This is an optimization exercise on Yosys and OpenROAD, whose aim is small area, a short achievable clock period and few clock cycles, not a production implementation.
The RTL was checked by simulation tests, not by an equivalence proof against the original design.
Power and IR drop assume default switching activity.

==> job 1713: inputs <==
Design mctp_rx, start of the top module:
module mctp_rx (
    input  wire        clk,
    input  wire        rst,             
    input  wire        start_valid,
    output wire        start_ready,
    input  wire [7:0]  cfg_mtu,         
    input  wire        cfg_pec_check,   
    input  wire        in_valid,        
    output wire        in_ready,
    input  wire [7:0]  in_data,
    output reg         out_valid,       
    input  wire        out_ready,
    output reg  [7:0]  out_data,
    output wire        done_valid,      
    input  wire        done_ready,
    output reg  [1:0]  done_status,     
    output reg  [9:0]  done_pkts,       
    output reg  [12:0] done_rx_len,     
    output reg  [12:0] done_raw_len,    
    output reg         done_mic_ok      
);
    localparam [1:0] ST_OK = 2'd0, ST_BADBC = 2'd1, ST_OVF = 2'd2, ST_PEC = 2'd3;
    localparam [7:0]  MIC_X0 = 8'h85;
    localparam [23:0] MIC_HI = 24'h9F9B5C;
    function [7:0] crc8_byte(input [7:0] c, input [7:0] b);
        integer i;
        reg [7:0] x;
        begin
            x = c ^ b;
            for (i = 0; i < 8; i = i + 1)
                x = x[7] ? ((x << 1) ^ 8'h07) : (x << 1);
            crc8_byte = x;
        end
    endfunction
  ...
Settings: LEC_CHECK=0, CAP_MARGIN=5, CORE_MARGIN=2, CORE_UTILIZATION=40, CTS_BUF_LIST=sky130_fd_sc_hd__clkbuf_4 sky130_fd_sc_hd__clkbuf_8, SETUP_SLACK_MARGIN=2.8, SLEW_MARGIN=5; clock period 5.0 ns.
standard.sh (not shown) runs the stock make flow with config.mk's settings and CLKGATE_MAP_FILE= SYNTH_SCRIPT=/design/flow/synth_recipe.tcl, a recipe that flattens the netlist after the stock synthesis.
==> flow/flow/run.sh <==
#!/bin/bash
# The standard layout (the standard.sh: standard synthesis, then ORFS to
# finish), with plain sky130 buffers on the ports instead of the delay cells
# that buffer_ports picks by default, and a clock tree without dummy loads.
export BUFFER_PORTS_ARGS="-buffer_cell sky130_fd_sc_hd__buf_2"
export CTS_ARGS="-sink_clustering_enable -repair_clock_nets -buf_list {sky130_fd_sc_hd__clkbuf_4 sky130_fd_sc_hd__clkbuf_8} -dont_use_dummy_load"
bash standard.sh > standard.log 2>&1
==> job 2045: changes against job 1713 <==
==> flow/flow/run.sh (replaced) <==
#!/bin/bash
# The standard layout (the standard.sh: standard synthesis, then ORFS to
# finish), with plain sky130 buffers on the ports instead of the delay cells
# that buffer_ports picks by default, and a clock tree without dummy loads.
export BUFFER_PORTS_ARGS="-buffer_cell sky130_fd_sc_hd__buf_2"
export CTS_ARGS="-sink_clustering_enable -repair_clock_nets -buf_list {sky130_fd_sc_hd__clkbuf_4} -root_buf sky130_fd_sc_hd__clkbuf_8 -dont_use_dummy_load"
bash standard.sh > standard.log 2>&1
CAP_MARGIN = 20   (was 5)
SLEW_MARGIN = 20   (was 5)
==> job 5812: changes against job 1713 <==
--- a/flow/design.v
+++ b/flow/design.v
@@ -41,23 +41,22 @@
                 x = x[0] ? ((x >> 1) ^ 32'h82F63B78) : (x >> 1);
             crc32_byte = x;
         end
     endfunction
     reg        s_idle, s_hdr, s_body, s_pec, s_done;
     reg        s_inv1, s_loop, s_fin, s_inv2;
     reg        ir;          
     reg        dv;          
-    reg [8:0]  mtu7;        
+    reg [7:0]  mtu;
     reg        pec_check;
-    reg [8:0]  bc2;         
-    reg        bclt5_r;     
+    reg [8:0]  bcm5;        
     reg        bc5_r;       
     reg        bc6_r;       
-    reg [8:0]  cnt;         
+    reg [7:0]  cnt;         
     reg        cnt1_r;      
     reg        cnt0_r;      
     reg        eom;
     reg [7:0]  crc8;
     reg [31:0] crc32;
     reg        sk_valid;    
     reg [7:0]  sk_data;
     reg        bc_bad_r;    
@@ -71,67 +70,65 @@
     wire take_pec  = take && s_pec;
     wire hdr_last  = take_hdr && (cnt[2:0] == 3'd0);
     wire hdr_fail  = bc_bad_r || body_ovf_r;
     wire hdr_ok    = hdr_last && !hdr_fail;
     wire bc_zero   = bc5_r;
     wire body_last = take_body && cnt1_r;
     wire cnt_zero  = cnt0_r;
     wire next_ovf  = (done_raw_len >= 13'd5112);
-    wire pec_ok    = !pec_check || (in_data == crc8);
-    wire pec_bad   = !pec_ok;
+    wire pec_bad   = pec_check && (in_data != crc8);
     wire done_fire = dv && done_ready;
     wire start     = s_idle && start_valid;
     wire out_free  = !out_valid || out_ready;
     wire out_fire  = out_valid && out_ready;
     wire s_idle_n = rst || (s_idle && !start_valid) || done_fire;
-    wire pec_next = !rst && take_pec && !eom && !next_ovf;    
-    wire pec_end  = !rst && take_pec && (eom || next_ovf);    
-    wire s_hdr_p  = !rst && (start || (s_hdr && !hdr_last));
-    wire s_hdr_n  = s_hdr_p || (pec_next && pec_ok);
+    wire s_hdr_n  = !rst && (start || (s_hdr && !hdr_last) ||
+                             (take_pec && !pec_bad && !eom && !next_ovf));
     wire s_body_n = !rst && ((hdr_ok && !bc_zero) || (s_body && !body_last));
     wire s_pec_n  = !rst && ((hdr_ok && bc_zero) || body_last || (s_pec && !take));
     wire s_inv1_n = !rst && take_pec && pec_bad;
     wire s_loop_n = !rst && (s_inv1 || (s_loop && !cnt_zero));
     wire s_fin_n  = !rst && s_loop && cnt_zero;
     wire s_inv2_n = !rst && s_fin;
-    wire s_done_p = !rst && ((hdr_last && hdr_fail) || s_inv2 || (s_done && !done_fire));
-    wire s_done_n = s_done_p || (pec_end && pec_ok);
+    wire s_done_n = !rst && ((hdr_last && hdr_fail) ||
+                             (take_pec && !pec_bad && (eom || next_ovf)) ||
+                             s_inv2 || (s_done && !done_fire));
     wire ov_n     = !rst && (out_free ? (sk_valid || take_body) : 1'b1);
     wire sk_n     = !rst && !out_free && (sk_valid || take_body);
     wire        raw_inc  = take_body || take_pec || s_loop || hdr_ok || s_fin;
     wire        raw_by8  = s_hdr || s_fin;
     wire [12:0] raw_p1   = done_raw_len + 13'd1;
     wire [12:0] raw_p8   = {done_raw_len[12:3] + 10'd1, done_raw_len[2:0]};
     wire        rx_inc   = take_body || (s_loop && !cnt_zero);
     wire        pkts_inc = take_pec || s_fin;
     wire        inv      = s_inv1 || s_inv2;
+    wire [8:0]  cap_s  = {1'b0, done_raw_len[7:0]} + {1'b0, bcm5[7:0]};
     wire [4:0]  cap_hi = done_raw_len[12:8];
     wire        cap_19 = (cap_hi == 5'd19);
     wire        cap_18 = (cap_hi == 5'd18);
     wire        cap_20 = (cap_hi >= 5'd20);
-    wire        cap_ge = (bc2[7:0] >= ~done_raw_len[7:0]);
     wire [7:0] crc8_next = crc8_byte(crc8, in_data);
     wire       mic_match = ((crc32[7:0] ^ out_data) == MIC_X0) && (crc32[31:8] == MIC_HI);
     always @(posedge clk) begin
         s_idle    <= s_idle_n;
         s_hdr     <= s_hdr_n;
         s_body    <= s_body_n;
         s_pec     <= s_pec_n;
         s_inv1    <= s_inv1_n;
         s_loop    <= s_loop_n;
         s_fin     <= s_fin_n;
         s_inv2    <= s_inv2_n;
         s_done    <= s_done_n;
-        ir        <= s_hdr_p || (s_body_n && !sk_n) || s_pec_n || (pec_next && pec_ok);
-        dv        <= (s_done_p && !ov_n) || (pec_end && !ov_n && pec_ok);
+        ir        <= s_hdr_n || (s_body_n && !sk_n) || s_pec_n;
+        dv        <= s_done_n && !ov_n;
         out_valid <= ov_n;
         sk_valid  <= sk_n;
-        bc_bad_r   <= bclt5_r || (bc2 > mtu7);
-        body_ovf_r <= cap_20 || (cap_19 && (bc2[8] || cap_ge)) || (cap_18 && bc2[8] && cap_ge);
+        bc_bad_r   <= bcm5[8] || (bcm5[7:0] > mtu);
+        body_ovf_r <= cap_20 || (cap_19 && cap_s > 9'd247) || (cap_18 && cap_s > 9'd503);
         if (out_free) begin
             if (sk_valid)
                 out_data <= sk_data;
             else if (s_body)
                 out_data <= in_data;
         end else if (!sk_valid) begin
             sk_data <= in_data;
         end
@@ -148,29 +145,28 @@
             if (raw_inc)
                 done_raw_len <= raw_by8 ? raw_p8 : raw_p1;
             if (rx_inc)
                 done_rx_len <= done_rx_len + 13'd1;
             if (pkts_inc)
                 done_pkts <= done_pkts + 10'd1;
         end
         if (start) begin
-            mtu7         <= {1'b0, cfg_mtu} + 9'd7;
+            mtu          <= cfg_mtu;
             pec_check    <= cfg_pec_check;
             done_status  <= ST_OK;
             done_pkts    <= 10'd0;
             done_rx_len  <= 13'd0;
             done_raw_len <= 13'd0;
             done_mic_ok  <= 1'b0;
             crc32        <= 32'hFFFFFFFF;
             crc8         <= 8'd0;
         end
         if (s_hdr && cnt[2:0] == 3'd5) begin
-            bc2     <= {1'b0, in_data} + 9'd2;
-            bclt5_r <= (in_data < 8'd5);
+            bcm5  <= {1'b0, in_data} - 9'd5;
             bc5_r <= (in_data == 8'd5);
             bc6_r <= (in_data == 8'd6);
         end
         if (s_hdr && cnt[2:0] == 3'd0)
             eom <= in_data[6];
         if (take_hdr) begin
             if (!cnt[2])
                 crc8 <= crc8_next;
@@ -190,22 +186,22 @@
                 done_status <= ST_PEC;
                 done_mic_ok <= 1'b0;
             end else if (!eom && next_ovf) begin
                 done_status <= ST_OVF;
                 done_mic_ok <= 1'b0;
             end
         end
         if (start || take_pec) begin
-            cnt    <= 9'd7;
+            cnt    <= 8'd7;
             cnt1_r <= 1'b0;
             cnt0_r <= 1'b0;
         end else if ((hdr_last && !hdr_fail) || s_inv1) begin
-            cnt    <= bc2;
+            cnt    <= bcm5[7:0];
             cnt1_r <= bc6_r;
             cnt0_r <= bc_zero;
         end else if (take_hdr || take_body || (s_loop && !cnt_zero)) begin
-            cnt    <= cnt - 9'd1;
-            cnt1_r <= (cnt == 9'd9);
+            cnt    <= cnt - 8'd1;
+            cnt1_r <= (cnt == 8'd2);
             cnt0_r <= cnt1_r;
         end
     end
 endmodule
==> flow/flow/run.sh (replaced) <==
#!/bin/bash
# The standard layout (the standard.sh: standard synthesis, then ORFS to
# finish), with plain sky130 buffers on the ports instead of the delay cells
# that buffer_ports picks by default.
export BUFFER_PORTS_ARGS="-buffer_cell sky130_fd_sc_hd__buf_2"
bash standard.sh > standard.log 2>&1
CAP_MARGIN = 20   (was 5)
SETUP_SLACK_MARGIN = 3.0   (was 2.8)
SLEW_MARGIN = 20   (was 5)
==> results.txt <==
In job 2045 the count of clock-buffer cells in the layout is lower than in job 5812, by 3. First-iteration DRC count, highest first: job 2045, job 1713, job 5812. Of job 1713 and job 5812, job 5812 has the higher critical path depth (gap 3). Core utilization, lowest first: job 1713, job 2045, job 5812. Of job 2045 and job 1713, job 2045 has the higher combinational power (gap about 4%, measured against job 1713). Hold slack, highest first: job 2045, job 1713, job 5812. Clock power: job 5812 is higher than job 2045 (100%). Maximum frequency: job 1713 < job 2045 < job 5812. The highest design area belongs to job 5812, the lowest to job 1713. Job 1713 finished clean. Job 2045 finished with timing, DRC and antenna clean. Job 5812 produced a clean layout.
==> figures <==
| quantity | job 5812 | job 1713 | job 2045 |
|---|---|---|---|
| Outcome | complete, no violations | complete, no violations | complete, no violations |
| Endpoint of the worst setup timing path | crc32[11]$_SDFFE_PP1P_ | done_mic_ok$_DFF_P_ | dv$_DFF_P_ |
| Simple-gate area share of the yosys netlist | 0.142 | 0.139 | 0.139 |
| Combinational group share of total power | 0.061 | 0.065 | 0.073 |
| Share of synthesized area occupied by flip-flops and latches | 0.422 | 0.434 | 0.434 |
| Final Power | 2.37 mW | 2.04 mW | 1.89 mW |
| Count of inverters other than clock inverters in the layout | 29 | 33 | 33 |
| Final design instance area without fill | 10400 µm² | 8750 µm² | 8790 µm² |
| Final setup slack of the worst path | 2.87 ns | 2.77 ns | 2.85 ns |
| Chip width | 141 µm | 141 µm | 141 µm |
| Synth Area per Inst | 9.87 µm² | 9.58 µm² | 9.58 µm² |
| Clock Power Share | 0.447 | 0.338 | 0.282 |
| Post-Layout Cell Count | 1167 | 1096 | 1103 |
| Global-route met2 utilization | 0.306 | 0.295 | 0.293 |
| F_max | 469 MHz | 449 MHz | 466 MHz |
| Largest stage delay on the critical path | 0.47 ns | 0.49 ns | 0.32 ns |
| Critical Path Source Type | register | register | input port |
| Post-Synth Adder-Cell Area | 0.0540 | 0.0497 | 0.0497 |
| Wire length per cell after detailed routing | 16.5 µm | 16.3 µm | 16.2 µm |
| Count of buffer and inverter cells on the critical path | 3 | 0 | 1 |
Testbench counts of job 1713, summed over its fixed seeds: cycles 37,863.
Testbench counts of job 2045, summed over its fixed seeds: cycles 37,863.
Testbench counts of job 5812, summed over its fixed seeds: cycles 37,863.

separate check: timing with driven ports:
The results above use ideal ports. As a check the final layouts listed here were re-extracted and re-timed, cells and wires unchanged.
Step 1 sets driving cells, clkbuf_16 on the clock port and buf_2 on the other inputs (assumed; they add their load-dependent delay and slew).
Step 2 times the ports against the registers' clock, not the clock port: input delays grow and output delays shrink by t, the midpoint of the rising clock arrivals with the driver on.
Slacks: no drivers / after step 1 / after step 2; pairs: no drivers / after step 1.
| run | t, ns | setup slack, ns | slew at the worst register clock pin (ns) | worst data-port slew with drivers (ns) |
|---|---|---|---|---|
| job 1713 | 0.475 | 2.775 / 2.775 / 2.375 | 0.08 / 0.08 | 0.04 |
| job 2045 | 0.449 | 2.855 / 2.828 / 2.409 | 0.12 / 0.12 | 0.04 |
| job 5812 | 0.487 | 2.869 / 2.838 / 2.471 | 0.09 / 0.09 | 0.07 |
After both steps setup and hold are still met in every run listed. For job 2045, which loses most, drivers alone change the setup slack by -0.027 ns; drivers and shift together by -0.446 ns.
